Source: an optimization exercise on an open RTL-to-GDS flow (aim: small area). Production flows keep margins and buffers that such runs may drop.
The RTL was checked by simulation tests, not by an equivalence proof against the original design.
Power and IR drop assume default switching activity.

[flow/design.v]
module stack_core (
    input  wire        clk,
    input  wire        rst,           
    output wire        mem_req,
    output wire        mem_we,
    output wire [15:0] mem_addr,
    output wire [15:0] mem_wdata,
    input  wire [15:0] mem_rdata,
    input  wire        mem_ready,
    output wire        out_valid,
    output wire [15:0] out_data,
    output wire        halted,
    output wire        faulted,
    output wire [2:0]  fault_kind,
    output wire [16:0] fault_pc,
    output reg  [16:0] pc,
    output reg  [16:0] sp,
    output reg  [15:0] fp,
    output reg  [31:0] reads,
    output reg  [31:0] writes
);
    reg [6:0] st;
    reg [15:0] T;
    reg [16:0] F;
    reg [3:0]  ir;
    reg [3:0]  cnt;
    reg        q, qs;
    wire [2:0] fa, fb, fmode, fd, fchk;
    wire [1:0] fmem, fadr, frc, fk;
    wire       fsx, fcntclr, fcntinc, fqld, fqsld, fqsx, foutv, firld;
    reg [6:0] nst;
    assign fa[0] = (st == 7'd0) | (st == 7'd9) | (st == 7'd27) | (st == 7'd30) | (st == 7'd34) | (st == 7'd40) | (st == 7'd41) | (st == 7'd43) | (st == 7'd48) | (st == 7'd51) | (st == 7'd55);
    assign fa[1] = (st == 7'd3) | (st == 7'd7) | (st == 7'd11) | (st == 7'd13) | (st == 7'd15) | (st == 7'd16) | (st == 7'd18) | (st == 7'd19) | (st == 7'd20) | (st == 7'd23) | (st == 7'd25) | (st == 7'd26) | (st == 7'd32) | (st == 7'd34) | (st == 7'd36) | (st == 7'd39) | (st == 7'd40) | (st == 7'd42) | (st == 7'd43) | (st == 7'd44) | (st == 7'd45) | (st == 7'd48) | (st == 7'd50) | (st == 7'd51) | (st == 7'd57);
    assign fa[2] = (st == 7'd4) | (st == 7'd9) | (st == 7'd15) | (st == 7'd16);
    assign fb[0] = (st == 7'd1) | (st == 7'd2) | (st == 7'd4) | (st == 7'd6) | (st == 7'd12) | (st == 7'd15) | (st == 7'd16) | (st == 7'd22) | (st == 7'd28) | (st == 7'd29) | (st == 7'd33) | (st == 7'd35) | (st == 7'd38) | (st == 7'd47) | (st == 7'd49) | (st == 7'd53) | (st == 7'd55) | (st == 7'd56);
    assign fb[1] = (st == 7'd17) | (st == 7'd31) | (st == 7'd34) | (st == 7'd40) | (st == 7'd46) | (st == 7'd51) | (st == 7'd54) | (st == 7'd55);
    assign fb[2] = (st == 7'd9) | (st == 7'd16);
    assign fmode[0] = (st == 7'd0) | (st == 7'd3) | (st == 7'd7) | (st == 7'd11) | (st == 7'd13) | (st == 7'd15) | (st == 7'd17) | (st == 7'd18) | (st == 7'd19) | (st == 7'd20) | (st == 7'd23) | (st == 7'd25) | (st == 7'd26) | (st == 7'd27) | (st == 7'd30) | (st == 7'd32) | (st == 7'd36) | (st == 7'd39) | (st == 7'd42) | (st == 7'd44) | (st == 7'd50) | (st == 7'd55) | (st == 7'd57);
    assign fmode[1] = (st == 7'd2) | (st == 7'd13) | (st == 7'd16) | (st == 7'd17) | (st == 7'd32) | (st == 7'd42) | (st == 7'd44) | (st == 7'd55);
    assign fmode[2] = (st == 7'd12) | (st == 7'd15) | (st == 7'd16) | (st == 7'd17);
    assign fd[0] = (st == 7'd0) | (st == 7'd6) | (st == 7'd12) | (st == 7'd27) | (st == 7'd28) | (st == 7'd29) | (st == 7'd30) | (st == 7'd34) | (st == 7'd40) | (st == 7'd45) | (st == 7'd46) | (st == 7'd49) | (st == 7'd51) | (st == 7'd53) | (st == 7'd55) | (st == 7'd56);
    assign fd[1] = (st == 7'd3) | (st == 7'd7) | (st == 7'd9) | (st == 7'd11) | (st == 7'd13) | (st == 7'd16) | (st == 7'd18) | (st == 7'd19) | (st == 7'd20) | (st == 7'd23) | (st == 7'd25) | (st == 7'd26) | (st == 7'd32) | (st == 7'd36) | (st == 7'd39) | (st == 7'd42) | (st == 7'd44) | (st == 7'd45) | (st == 7'd48) | (st == 7'd49) | (st == 7'd50) | (st == 7'd54) | (st == 7'd57);
    assign fd[2] = (st == 7'd1) | (st == 7'd2) | (st == 7'd4) | (st == 7'd6) | (st == 7'd8) | (st == 7'd9) | (st == 7'd12) | (st == 7'd14) | (st == 7'd16) | (st == 7'd17) | (st == 7'd22) | (st == 7'd29) | (st == 7'd31) | (st == 7'd33) | (st == 7'd34) | (st == 7'd35) | (st == 7'd38) | (st == 7'd40) | (st == 7'd41) | (st == 7'd43) | (st == 7'd47) | (st == 7'd51) | (st == 7'd55);
    assign fchk[0] = (st == 7'd0) | (st == 7'd21) | (st == 7'd28) | (st == 7'd29) | (st == 7'd32) | (st == 7'd41) | (st == 7'd42) | (st == 7'd44);
    assign fchk[1] = (st == 7'd1) | (st == 7'd2) | (st == 7'd4) | (st == 7'd6) | (st == 7'd9) | (st == 7'd10) | (st == 7'd12) | (st == 7'd20) | (st == 7'd22) | (st == 7'd24) | (st == 7'd32) | (st == 7'd35) | (st == 7'd38) | (st == 7'd42) | (st == 7'd44) | (st == 7'd47) | (st == 7'd53) | (st == 7'd56);
    assign fchk[2] = (st == 7'd21) | (st == 7'd33) | (st == 7'd37);
    assign fmem[0] = (st == 7'd0) | (st == 7'd1) | (st == 7'd2) | (st == 7'd4) | (st == 7'd6) | (st == 7'd9) | (st == 7'd10) | (st == 7'd12) | (st == 7'd15) | (st == 7'd16) | (st == 7'd20) | (st == 7'd22) | (st == 7'd24) | (st == 7'd28) | (st == 7'd29) | (st == 7'd33) | (st == 7'd35) | (st == 7'd38) | (st == 7'd47) | (st == 7'd49) | (st == 7'd53) | (st == 7'd56);
    assign fmem[1] = (st == 7'd5) | (st == 7'd37) | (st == 7'd43) | (st == 7'd45);
    assign fadr[0] = (st == 7'd1) | (st == 7'd2) | (st == 7'd4) | (st == 7'd5) | (st == 7'd6) | (st == 7'd9) | (st == 7'd10) | (st == 7'd12) | (st == 7'd15) | (st == 7'd16) | (st == 7'd20) | (st == 7'd22) | (st == 7'd24) | (st == 7'd35) | (st == 7'd38) | (st == 7'd43) | (st == 7'd45) | (st == 7'd47) | (st == 7'd49) | (st == 7'd53) | (st == 7'd56);
    assign fadr[1] = (st == 7'd33) | (st == 7'd37);
    assign frc[0] = (st == 7'd0) | (st == 7'd1) | (st == 7'd2) | (st == 7'd4) | (st == 7'd6) | (st == 7'd10) | (st == 7'd12) | (st == 7'd20) | (st == 7'd22) | (st == 7'd24) | (st == 7'd28) | (st == 7'd29) | (st == 7'd33) | (st == 7'd35) | (st == 7'd38) | (st == 7'd47) | (st == 7'd49) | (st == 7'd53) | (st == 7'd56);
    assign frc[1] = (st == 7'd9);
    assign fk[0] = (st == 7'd1) | (st == 7'd2) | (st == 7'd4) | (st == 7'd6) | (st == 7'd9) | (st == 7'd10) | (st == 7'd12) | (st == 7'd20) | (st == 7'd21) | (st == 7'd22) | (st == 7'd24) | (st == 7'd28) | (st == 7'd29);
    assign fk[1] = (st == 7'd32) | (st == 7'd33) | (st == 7'd35) | (st == 7'd37) | (st == 7'd38) | (st == 7'd41) | (st == 7'd42) | (st == 7'd44) | (st == 7'd47) | (st == 7'd53) | (st == 7'd56);
    assign fsx = (st == 7'd15) | (st == 7'd16) | (st == 7'd34) | (st == 7'd40) | (st == 7'd51);
    assign fcntclr = (st == 7'd8) | (st == 7'd14);
    assign fcntinc = (st == 7'd9) | (st == 7'd16);
    assign fqld = (st == 7'd15);
    assign fqsld = (st == 7'd10) | (st == 7'd12);
    assign fqsx = (st == 7'd12);
    assign foutv = (st == 7'd23);
    assign firld = (st == 7'd0);
    wire mzero = (mem_rdata == 16'd0);
    wire ms    = mem_rdata[15];
    wire cnt15 = (cnt == 4'd15);
    reg fault;
    reg [2:0] fkind;
    always @(*) begin
        case (fchk)
            3'd1: begin fault = pc[16];         fkind = 3'd1; end
            3'd2: begin fault = sp[16];         fkind = 3'd3; end
            3'd3: begin fault = (sp == 17'd0);  fkind = 3'd4; end
            3'd4: begin fault = F[16];          fkind = 3'd1; end
            3'd5: begin fault = 1'b1;           fkind = 3'd2; end
            default: begin fault = 1'b0;        fkind = 3'd0; end
        endcase
    end
    wire memop = (fmem != 2'd0);
    wire stall = memop & ~mem_ready & ~fault;
    wire go    = ~stall & ~fault;
    wire [2:0] ea = fault ? 3'd1 : fa;
    wire [2:0] eb = fault ? ((fk == 2'd2) ? 3'd3 : 3'd0) : fb;
    wire [2:0] em = fault ? ((fk == 2'd0) ? 3'd0 : 3'd3) : fmode;
    wire lsb = (ea == 3'd6) & F[15];
    wire [16:0] A = ({17{ea == 3'd1}} & pc) | ({17{ea == 3'd2}} & sp) | ({17{ea == 3'd3}} & {1'b0, fp})
                  | ({17{ea == 3'd4}} & {1'b0, T}) | ({17{ea == 3'd5 || ea == 3'd6}} & {T, lsb});
    wire gate = (eb == 3'd1) | ((eb == 3'd4) & F[15]) | ((eb == 3'd5) & q);
    wire [16:0] B0 = ({17{gate}} & {fsx & mem_rdata[15], mem_rdata})
                   | ({17{eb == 3'd2}} & {fsx & F[15], F[15:0]})
                   | {16'd0, eb == 3'd3};
    reg inv, cin;
    always @(*) begin
        case (em)
            3'd1: begin inv = 1'b0; cin = 1'b1; end
            3'd2: begin inv = 1'b1; cin = 1'b1; end
            3'd3: begin inv = 1'b1; cin = 1'b0; end
            3'd4: begin inv = ms;   cin = ms;   end
            3'd5: begin inv = ~ms;  cin = ~ms;  end
            3'd6: begin inv = ~ms & q; cin = ~ms & q; end
            3'd7: begin inv = qs;   cin = qs;   end
            default: begin inv = 1'b0; cin = 1'b0; end
        endcase
    end
    wire [16:0] B = B0 ^ {17{inv}};
    wire [16:0] Y = A + B + {16'd0, cin};
    wire pcLd = go & (fd == 3'd1);
    wire spLd = go & (fd == 3'd2);
    wire fpLd = go & (fd == 3'd3);
    wire tLd  = go & (fd == 3'd4 || fd == 3'd6);
    wire fLd  = fault | (go & (fd == 3'd5 || fd == 3'd6));
    wire fSh  = ~fault & (fd == 3'd6);
    wire rdI  = go & (frc == 2'd1 || (frc == 2'd2 && cnt == 4'd0));
    wire wrI  = go & (fmem == 2'd2);
    assign mem_req   = memop & ~fault;
    assign mem_we    = fmem[1];
    assign mem_addr  = (fadr == 2'd0) ? pc[15:0] : (fadr == 2'd1) ? sp[15:0] : F[15:0];
    assign mem_wdata = T;
    assign out_valid = foutv;
    assign out_data  = T;
    assign fault_pc  = F;
    assign fault_kind = st[2:0];
    assign halted  = (st == 7'd120);
    assign faulted = (st[6:3] == 4'd15) & (st[2:0] != 3'd0);
    reg [6:0] nx;
    always @(*) begin
        nx = st;
        case (st)
            7'd0: case (mem_rdata)
                16'd0: nx = 7'd120;
                16'd2: nx = 7'd1;
                16'd3: nx = 7'd2;
                16'd4: nx = 7'd6;
                16'd5: nx = 7'd10;
                16'd6: nx = 7'd29;
                16'd7: nx = 7'd29;
                16'd8: nx = 7'd28;
                16'd9: nx = 7'd24;
                16'd10: nx = 7'd22;
                16'd12: nx = 7'd29;
                16'd13: nx = 7'd29;
                16'd14: nx = 7'd29;
                16'd15: nx = 7'd29;
                16'd16: nx = 7'd29;
                default: nx = 7'd0;
            endcase
            7'd1: nx = 7'd3;
            7'd2: nx = 7'd3;
            7'd3: nx = 7'd4;
            7'd4: nx = 7'd5;
            7'd5: nx = 7'd0;
            7'd6: nx = 7'd7;
            7'd7: nx = 7'd8;
            7'd8: nx = 7'd9;
            7'd9: nx = (cnt15) ? 7'd5 : 7'd9;
            7'd10: nx = (mzero) ? 7'd19 : 7'd11;
            7'd11: nx = 7'd12;
            7'd12: nx = 7'd13;
            7'd13: nx = 7'd14;
            7'd14: nx = 7'd15;
            7'd15: nx = 7'd16;
            7'd16: nx = (cnt15) ? 7'd17 : 7'd15;
            7'd17: nx = 7'd18;
            7'd18: nx = 7'd5;
            7'd19: nx = 7'd20;
            7'd20: nx = 7'd21;
            7'd22: nx = 7'd23;
            7'd23: nx = 7'd0;
            7'd24: nx = (mzero) ? 7'd25 : 7'd26;
            7'd25: nx = 7'd28;
            7'd26: nx = 7'd27;
            7'd27: nx = 7'd0;
            7'd28: nx = 7'd0;
            7'd29: nx = 7'd30;
            7'd30: case (ir)
                4'd6: nx = 7'd41;
                4'd7: nx = 7'd47;
                4'd12: nx = 7'd31;
                4'd13: nx = 7'd33;
                4'd14: nx = 7'd34;
                4'd15: nx = 7'd35;
                4'd0: nx = 7'd38;
                default: nx = 7'd38;
            endcase
            7'd31: nx = 7'd32;
            7'd32: nx = 7'd5;
            7'd33: nx = 7'd32;
            7'd34: nx = 7'd33;
            7'd35: nx = 7'd36;
            7'd36: nx = 7'd37;
            7'd37: nx = 7'd0;
            7'd38: nx = 7'd39;
            7'd39: nx = 7'd40;
            7'd40: nx = 7'd37;
            7'd41: nx = 7'd42;
            7'd42: nx = 7'd43;
            7'd43: nx = 7'd44;
            7'd44: nx = 7'd45;
            7'd45: nx = 7'd46;
            7'd46: nx = 7'd0;
            7'd47: nx = 7'd48;
            7'd48: nx = 7'd49;
            7'd49: nx = 7'd50;
            7'd50: nx = 7'd51;
            7'd51: nx = 7'd52;
            7'd52: nx = (F[16]) ? 7'd55 : 7'd53;
            7'd53: nx = 7'd54;
            7'd54: nx = 7'd37;
            7'd55: nx = 7'd56;
            7'd56: nx = 7'd57;
            7'd57: nx = 7'd121;
            default: ;
        endcase
    end
    always @(*) nst = fault ? {4'd15, fkind} : stall ? st : nx;
    always @(posedge clk) begin
        if (rst) begin
            st     <= 7'd0;
            pc     <= 17'd0;
            sp     <= 17'h10000;
            fp     <= 16'd0;
            reads  <= 32'd0;
            writes <= 32'd0;
        end else begin
            st <= nst;
            if (pcLd) pc <= Y;
            if (spLd) sp <= Y;
            if (fpLd) fp <= Y[15:0];
            if (rdI) reads <= reads + 32'd1;
            if (wrI) writes <= writes + 32'd1;
        end
    end
    always @(posedge clk) begin
        if (tLd) T <= Y[15:0];
        if (fLd) F <= fSh ? {F[15:0], (fb == 3'd5) & q} : Y;
        if (firld & go) ir <= mem_rdata[3:0];
        if (fcntclr) cnt <= 4'd0;
        else if (fcntinc & go) cnt <= cnt + 4'd1;
        if (fqld & go) q <= ~Y[16];
        if (fqsld & go) qs <= fqsx ? (qs ^ ms) : ms;
    end
endmodule
[flow/run.sh]
#!/bin/bash
# synth_recipe.tcl (not shown) runs the flow's synth.tcl, then flattens the netlist and writes it again
# the make line also repeats each setting of config.mk as NAME=value (left out here)
make -C /OpenROAD-flow-scripts/flow DESIGN_CONFIG=/design/flow/config.mk WORK_HOME=/design/flow/orfs CLKGATE_MAP_FILE= SYNTH_SCRIPT=/design/flow/synth_recipe.tcl finish
[flow/config.mk]
export PLATFORM = sky130hd
export DESIGN_NAME = stack_core
export DESIGN_NICKNAME = stack_core
export VERILOG_FILES = /design/flow/design.v
export SDC_FILE = /design/flow/constraint.sdc
export NUM_CORES = 4
export LEC_CHECK = 0
export CAP_MARGIN = 20
export CORE_MARGIN = 2
export CORE_UTILIZATION = 40
export SLEW_MARGIN = 20
[flow/constraint.sdc]
create_clock -name core_clock -period 50.0 [get_ports {clk}]
set_input_delay 10.0000 -clock core_clock [delete_from_list [all_inputs] [get_ports {clk}]]
set_output_delay 10.0000 -clock core_clock [all_outputs]
set_load 0.01 [all_outputs]
==> summary.md <==
| Metric | Value |
|---|---|
| Net Sw Frac | `0.5027` |
| Max VDD drop | `0.03704 mV` |
| CP Capture Type | `primary output` |
| Kind of critical path | `register to primary output` |
| Area contributors post-synth | `dfxtp_1 22%, edfxtp_1 10%, nor2_1 6.1%` |
| Initial antenna violation count | `0` |
| Clock power share | `0.133` |
| Rows | `between 60 and 70` |
| Hpwl dp | `around 30000 um` |
| Crit path launch type | `register` |
| H-tree Lvls | `4` |
| Arrival time at the worst endpoint | `around 5500 ps` |
| Count leader, synth | `nor2_1` |
| Clk slew on worst S/H paths | `~80 ps` |
| CTS tree | `yes` |
| Vias in the first global route | `around 11000` |
| Setup TNS | `0 ps` |
| Yosys top cell by area | `dfxtp_1` |
| Antenna Nets Post-Route | `0` |
| Post-CTS resize count | `0` |
| Slew margin rel. | `0.3365` |
| Comb pwr share | `0.632` |
| Post-route DRC | `0` |
| Total CTS buffers | `17` |
| Full die area | `a little under 30000 um2` |
| GRT Total Usage | `0.2882` |
| Hold Startpoint | `pc[9]$_SDFFE_PP0P_` |
| CP Max Fanout | `34` |
| Reg2reg start | `st[0]$_SDFFE_PP0P_` |
| Yosys warns | `1` |
| Final hold violations | `0` |
| Synth Instances | `1412` |
| P_leak | `around 5.3 nW` |
| Flop pwr share | `0.235` |
| Worst min-delay path class | `register to register` |
| Critical Path RT | `about 40000 ps` |
| Core Region | `27780 um2` |
| WL per Instance | `roughly 22 um` |
| Yosys reg bits | `164` |
| Die width | `between 150 and 200 um` |
| RSZ-0062 raised after global routing | `no` |
| Internal Power | `about 510 uW` |
| Netlist cell types | `90` |
| Fmax | `around 0.065 GHz` |
| Post-synth top cells | `182 x nor2_1, 178 x nand2_1, 125 x dfxtp_1, 70 x o21ai_0, 66 x a21oi_1` |
| First-pass GRT wire length | `roughly 65000 um` |
| Post-synth top flop | `dfxtp_1` |
| Sequential area share after synthesis | `0.3260` |
| Hold path depth | `2` |
| Diodes inserted | `0` |
| Mean Syn Cell Area | `7.980 um2` |
| Io pins | `~210` |
| Remaining Overflow, GRT | `0` |
| Reg-to-reg slack, setup | `42610 ps` |
| Top-area cell type share of the netlist area | `0.2221` |
| Detailed-route wire length | `approximately 43000 um` |
| Via count | `~11000` |
| Pwr/cell area | `73.45 nW/um2` |
| Initial Utilization | `0.4056` |
| Nets | `1586` |
| GPL Wtd Cong | `a little under 1` |
| Post-synth EDFFs | `39` |
| Routed vias/inst | `~5.9` |
| Clock Path Buffers | `2` |
| Die Y | `171.8 um` |
| Final setup viols | `0` |
| DRT Pass-1 Iters | `6` |
| Clock Root Buffer | `clkbuf_16` |
| Clk sinks | `roughly 160` |
| Minimum clock period | `around 15000 ps` |
| Share of layout cells above drive strength 1 | `0.05773` |
| Initial drt markers | `1182` |
| Clock latency at the later pin of the worst-skew pair | `between 400 and 500 ps` |
| Synthesis-to-layout area growth | `24.33%` |
| Min-Delay Endpoint | `pc[9]$_SDFFE_PP0P_` |
| Final worst path period share | `0.3099` |
| Largest net degree at the start of global routing | `between 70 and 80` |
| Max Cap Viol | `0` |
| I/O Buffers | `just over 200` |
| Worst R2R End | `F[16]$_DFFE_PP_` |
| CTS Hold Buffers Added | `0` |
| Netlist Area Pre-Place | `between 10000 and 15000 um2` |
| Sw Pwr | `517.3 uW` |
| Worst Hold Slack | `between 400 and 500 ps` |
| R2R cell count | `24` |
| Status | `complete, no violations` |
| Max Transition Viols Final | `0` |
| Synth Net Count | `around 1500` |
| Setup Fix Bufs, Post-CTS | `0` |
| Final Skew | `19.69 ps` |
| Async set-reset flop share out of synthesis | `0` |
| Slew @ Worst Pin | `roughly 1000 ps` |
-- worst max-delay path: stages (launching register included) --
cell and delay (ps):
dfxtp_2 680, buf_4 440, nor2b_1 250, a21o_1 240
a221o_1 390, nor4_4 470, or3_1 330, nand3_1 690
nor2_1 480, buf_4 310, nand2_1 80, nand2_1 80
clkdlybuf4s50_1 600
-- metal layers --
| metal | vias to the layer above | wire, um | global-route usage |
|---|---|---|---|
| li1 | 5344 | - | - |
| met3 | 94 | 4112 | 0.07110 |
| met4 | 0 | 1509 | 0.1122 |
| met2 | 609 | 18590 | 0.4276 |
| met1 | 5400 | 18830 | 0.4013 |
| met5 | - | 0 | 0 |
-- sequential cells by signal (all words and copies together), names as in the netlist --
| register | count |
|---|---|
| qs | 1 |
| T | 16 |
| fp | 16 |
| sp | 17 |
| st | 7 |
| ir | 4 |
| writes | 32 |
| q | 1 |
| reads | 32 |
| cnt | 4 |
| pc | 17 |
| F | 17 |
-- layout by cell type (no fill, tap or decap), drive strengths merged, types with 8 or more instances in the layout --
master,Yosys,final
dfxtp,125,125
a221o,17,17
a22oi,39,39
a211oi,10,10
nor2b,18,18
a21oi,66,66
nand4,19,19
and3,22,22
buf,62,30
ha,19,19
mux2i,57,57
inv,28,39
o32ai,8,8
clkbuf,57,18
nor4,17,17
o21ai,71,71
nor2,182,182
nand2b,15,15
nor3,45,45
a31oi,11,11
nand3,42,42
clkdlybuf4s50,0,204
or3,18,18
xnor2,34,34
and4,8,8
edfxtp,39,39
nand2,178,178
xor2,66,66
o211ai,8,8
-- power groups by stage --
stage	registers, mW	clock network, mW	logic (mW)
finish	0.242	0.137	0.650
global route	0.246	0.144	0.699
CTS	0.241	0.139	0.639
detailed placement	0.243	0	0.634
global placement	0.243	0	0.635
floorplan	0.240	0	0.408
-- how the worst max path moves through the flow --
stage	from	to	cells past startpoint
detailed placement	mem_rdata[15]	F[16]$_DFFE_PP_	22
finish	st[1]$_SDFFE_PP0P_	mem_addr[1]	12
global placement	mem_rdata[15]	F[16]$_DFFE_PP_	22
CTS	st[1]$_SDFFE_PP0P_	mem_addr[1]	12
global route	st[1]$_SDFFE_PP0P_	mem_addr[1]	12
floorplan	mem_rdata[15]	pc[16]$_SDFFE_PP0P_	22
-- kinds of logic (layout without fill, tap and decap cells) --
family                     count (synthesis)  after routing  synth area share
xor gates and xnor gates                 101            101           0.08040
and+or+nand+nor                          603            603            0.2573
DFF                                      164            164            0.3260
AOI/OAI and AO/OA                        312            312            0.1893
muxes                                     63             63           0.05697
adders and majority gates                 22             22           0.02554
buffers and inverters                    147            294           0.06441
-- layout make-up --
| type | count | area, um2 |
|---|---|---|
| Multi-Input combinational cell | 1101 | 6897 |
| Inverter | 28 | 105.1 |
| Fill cell | 2716 | 13770 |
| Tap cell | 378 | 473.0 |
| Clock inverter | 14 | 151.4 |
| Clock buffer | 18 | 439.2 |
| Timing Repair Buffer | 234 | 2267 |
| Sequential cell | 164 | 3676 |
-- metrics by stage --
| stage | instances | setup slack [ps] | util | power [mW] | area (um2) |
|---|---|---|---|---|---|
| 6_report | 1937 | 34500 | 0.5042 | 1.029 | 14010 |
| 4_1_cts | 1937 | 34620 | 0.5042 | 1.019 | 14010 |
| 3_3_place_gp | 1905 | 34990 | 0.4830 | 0.8779 | 13420 |
| 5_1_grt | 1937 | 34220 | 0.5042 | 1.089 | 14010 |
| 3_5_place_dp | 1905 | 34900 | 0.4830 | 0.8775 | 13420 |
| 2_1_floorplan | 1412 | 35790 | - | 0.6476 | 11270 |

## afterwards: timing with drivers on the ports
Ports are ideal in the flow. The routed layout listed here was re-timed in OpenROAD.
Step 1 assumes that a clkbuf_16 drives the clock port and a buf_2 every other input.
Step 2 moves the port delays by t, midway between the first and last clock arrival at a register: inputs arrive t later, outputs are due t later. That takes back most of the time a late clock gives input paths.
a / b / c = ideal / step 1 / step 2; a / b = the first two.
shift t [ns]: 0.485
setup slack, ns: 34.503 / 34.453 / 34.825
worst setup path at the end: input to register
worst slew at a driven data input, ns: 0.05
cell pins on the clock port's net: 1
After both steps setup and hold are still met in this run. The setup slack of this run moves by -0.050 ns with the drivers and by +0.322 ns with both steps.
